Source: an optimization exercise on an open RTL-to-GDS flow (aim: small area, a short achievable clock period and few clock cycles per item). Production flows keep margins and buffers that such runs may drop.
Function was checked by simulation only, so behaviour that the tests miss may differ from the original.

==> cedar: inputs <==
==> flow/design.v (excerpt) <==
module biquad_cascade (
    input  wire               clk,
    input  wire               rst,         
    input  wire               coef_we,
    input  wire signed [15:0] coef_b0,
    input  wire signed [15:0] coef_b1,
    input  wire signed [15:0] coef_b2,
    input  wire signed [15:0] coef_a1,
    input  wire signed [15:0] coef_a2,
    input  wire        [2:0]  coef_nst,    
    input  wire               in_valid,
    output wire               in_ready,
    input  wire signed [15:0] in_data,
    output reg                out_valid,
    output reg  signed [15:0] out_data
);
clock: 16.0 ns
lec_check: 0
cap_margin: 20
core_margin: 2
core_utilization: 40
slew_margin: 20
standard.sh (not shown) runs the stock make flow with config.mk's settings and CLKGATE_MAP_FILE= SYNTH_SCRIPT=/design/flow/synth_recipe.tcl, a recipe that flattens the netlist after the stock synthesis.
==> flow/flow/run.sh <==
#!/bin/bash
set -euo pipefail
MARGIN=$(cat flow/margin.txt)
bash standard.sh SETUP_SLACK_MARGIN=$MARGIN finish > flow_standard.log 2>&1
==> flow/flow/margin.txt <==
10.5
==> tundra (differences from cedar) <==
==> flow/run.sh (new file) <==
#!/bin/bash
# synth_recipe.tcl (not shown) runs the flow's synth.tcl, then flattens the netlist and writes it again
# the make line also repeats each setting of config.mk as NAME=value (left out here)
make -C /OpenROAD-flow-scripts/flow DESIGN_CONFIG=/design/flow/config.mk WORK_HOME=/design/flow/orfs CLKGATE_MAP_FILE= SYNTH_SCRIPT=/design/flow/synth_recipe.tcl finish
--- a/flow/config.mk
+++ b/flow/config.mk
@@ -5,6 +5,7 @@
 export SDC_FILE = /design/flow/constraint.sdc
 export NUM_CORES = 4
 export LEC_CHECK = 0
+export ABC_AREA = 1
 export CAP_MARGIN = 20
 export CORE_MARGIN = 2
 export CORE_UTILIZATION = 40
removed: flow/flow/run.sh
removed: flow/flow/margin.txt
removed: flow/standard.sh
==> comparison table <==
| quantity | cedar | tundra |
|---|---|---|
| Outcome | no timing/DRC/antenna violations | no timing/DRC/antenna violations |
| Area grow syn2layout | 17.9% | 9.36% |
| Met1 Track Usage GR | 0.487 | 0.385 |
| Synthesized-area fraction occupied by ao, oa, aoi and oai cells | 0.251 | 0.159 |
| Data arrival time of the critical path | 6.58 ns | 7.60 ns |
| Wire length on met3 | 42400 um | 19800 um |
| Routed metal-1 wire length | 113000 um | 69500 um |
| Fraction of area in multi-input gates | 0.674 | 0.618 |
| Detail-routed via count per cell | 6.40 | 5.80 |
| Net count reported at finish | 8901 | 6138 |
| Crit path depth | 19 | 18 |
| Fraction of synthesized area in multiplexers | 0.0220 | 0.000457 |
| Synth Area in Simple Gates | 0.160 | 0.0842 |
| Post-synthesis area per instance | 7.39 um^2 | 8.69 um^2 |
| Register-to-register setup slack | 10.04 ns | 8.94 ns |
| Adder-Cell Fraction of Synth Area | 0.293 | 0.303 |
| Total core area | 152000 um^2 | 116000 um^2 |
| Synth Instances | 8245 | 5362 |
| Hold Crit Start | h02[13]$_SDFFE_PP0P_ | h12[8]$_SDFFE_PP0P_ |
| Vias in the first global route | 57.0k | 40.1k |
Testbench counts of cedar, summed over its fixed seeds: cycles 18,236, samples 6,144.
Testbench counts of tundra, summed over its fixed seeds: cycles 18,236, samples 6,144.


==> inputs of run a <==
biquad_cascade, a different RTL version from the one above (not shown whole).
==> flow/config.mk <==
export PLATFORM = sky130hd
export DESIGN_NAME = biquad_cascade
export DESIGN_NICKNAME = biquad_cascade
export VERILOG_FILES = /design/flow/design.v
export SDC_FILE = /design/flow/constraint.sdc
export NUM_CORES = 4
export LEC_CHECK = 0
export ABC_AREA = 1
export CAP_MARGIN = 20
export CORE_MARGIN = 2
export CORE_UTILIZATION = 65
export SLEW_MARGIN = 20
export SYNTH_HIERARCHICAL = 1
==> flow/constraint.sdc <==
create_clock -name core_clock -period 16.0 [get_ports {clk}]
set_input_delay 3.2000 -clock core_clock [delete_from_list [all_inputs] [get_ports {clk}]]
set_output_delay 3.2000 -clock core_clock [all_outputs]
set_load 0.01 [all_outputs]
==> flow/flow/run.sh <==
#!/bin/bash
set -euo pipefail
MARGIN=$(cat flow/margin.txt)
bash standard.sh SETUP_SLACK_MARGIN=$MARGIN \
    "BUFFER_PORTS_ARGS=-buffer_cell sky130_fd_sc_hd__buf_2" finish > flow_standard.log 2>&1
==> flow/flow/margin.txt <==
11.0
==> inputs of run b, as changes to run a <==
==> flow/flow/margin.txt (replaced) <==
11.45
Settings changed: CTS_CLUSTER_DIAMETER set to 100, CTS_CLUSTER_SIZE set to 22.
==> comparison table <==
| quantity | run a | run b |
|---|---|---|
| Rel. slew slack | 0.189 | 0.200 |
| Multi-input combinational cell count | 3484 | 3486 |
| Plain + repair buffers | 328 | 526 |
| Met2 wire len | 74.2 mm | 77.7 mm |
| Clock Latency Late Sink | 0.66 ns | 0.68 ns |
| Wire length on met1 | 62.1 mm | 62.5 mm |
| Starting DRC count in detailed routing | 6026 | 6266 |
| Net count, final | 5727 | 5903 |
| Average wire per standard cell | 30.6 µm | 31.7 µm |
| Final worst slack | 11.00 ns | 11.31 ns |
| Non-clock buffer share | 0.0488 | 0.0878 |
| Initial antenna violation count | 2 | 5 |
| Finished Core Util | 0.726 | 0.759 |
| Fraction of area in registers | 0.230 | 0.220 |
| Fill cell instance count of the final layout | 5333 | 5041 |
| Worst-case hold slack | 0.464 ns | 0.467 ns |
| Status | complete, no violations | complete, no violations |
| Number of standard cells in the final layout excluding fillers | 5848 | 6000 |
| Largest stage delay on the critical path | 0.54 ns | 0.71 ns |
Testbench counts of run a, summed over its fixed seeds: cycles 18,059, samples 6,144.
Testbench counts of run b, summed over its fixed seeds: cycles 18,059, samples 6,144.

[separate check: timing with driven ports]
No port has a modelled driver above. Below, the same layouts with a new extraction and two added sets of constraints. Step 1: set_driving_cell puts a clkbuf_16 on clk and a buf_2 on each other input, an assumption about the parent block. Step 2 adds t to the input delays and takes it off the output delays; t is the mean of the earliest and latest rising clock arrival at the registers after step 1. Input paths then give back, and output paths get back, about the clock's delay inside the block. a / b / c = no drivers / after step 1 / after step 2; a / b = the first two.
| run | t (ns) | setup WS [ns] | worst hold slack (ns) | worst register clock-pin slew, ns |
|---|---|---|---|---|
| cedar | 0.792 | 10.042 / 10.042 / 10.042 | 0.469 / 0.469 / 0.469 | 0.07 / 0.07 |
| tundra | 0.759 | 8.940 / 8.940 / 8.940 | 0.461 / 0.461 / 0.461 | 0.07 / 0.07 |
| run a | 0.709 | 10.995 / 10.995 / 10.995 | 0.464 / 0.464 / 0.464 | 0.07 / 0.07 |
| run b | 0.738 | 11.312 / 11.312 / 10.921 | 0.467 / 0.467 / 0.467 | 0.11 / 0.11 |
After both steps every run listed still meets setup and hold. The setup slack of run b, which loses most, moves by 0.000 ns with the drivers and by -0.391 ns with both steps.
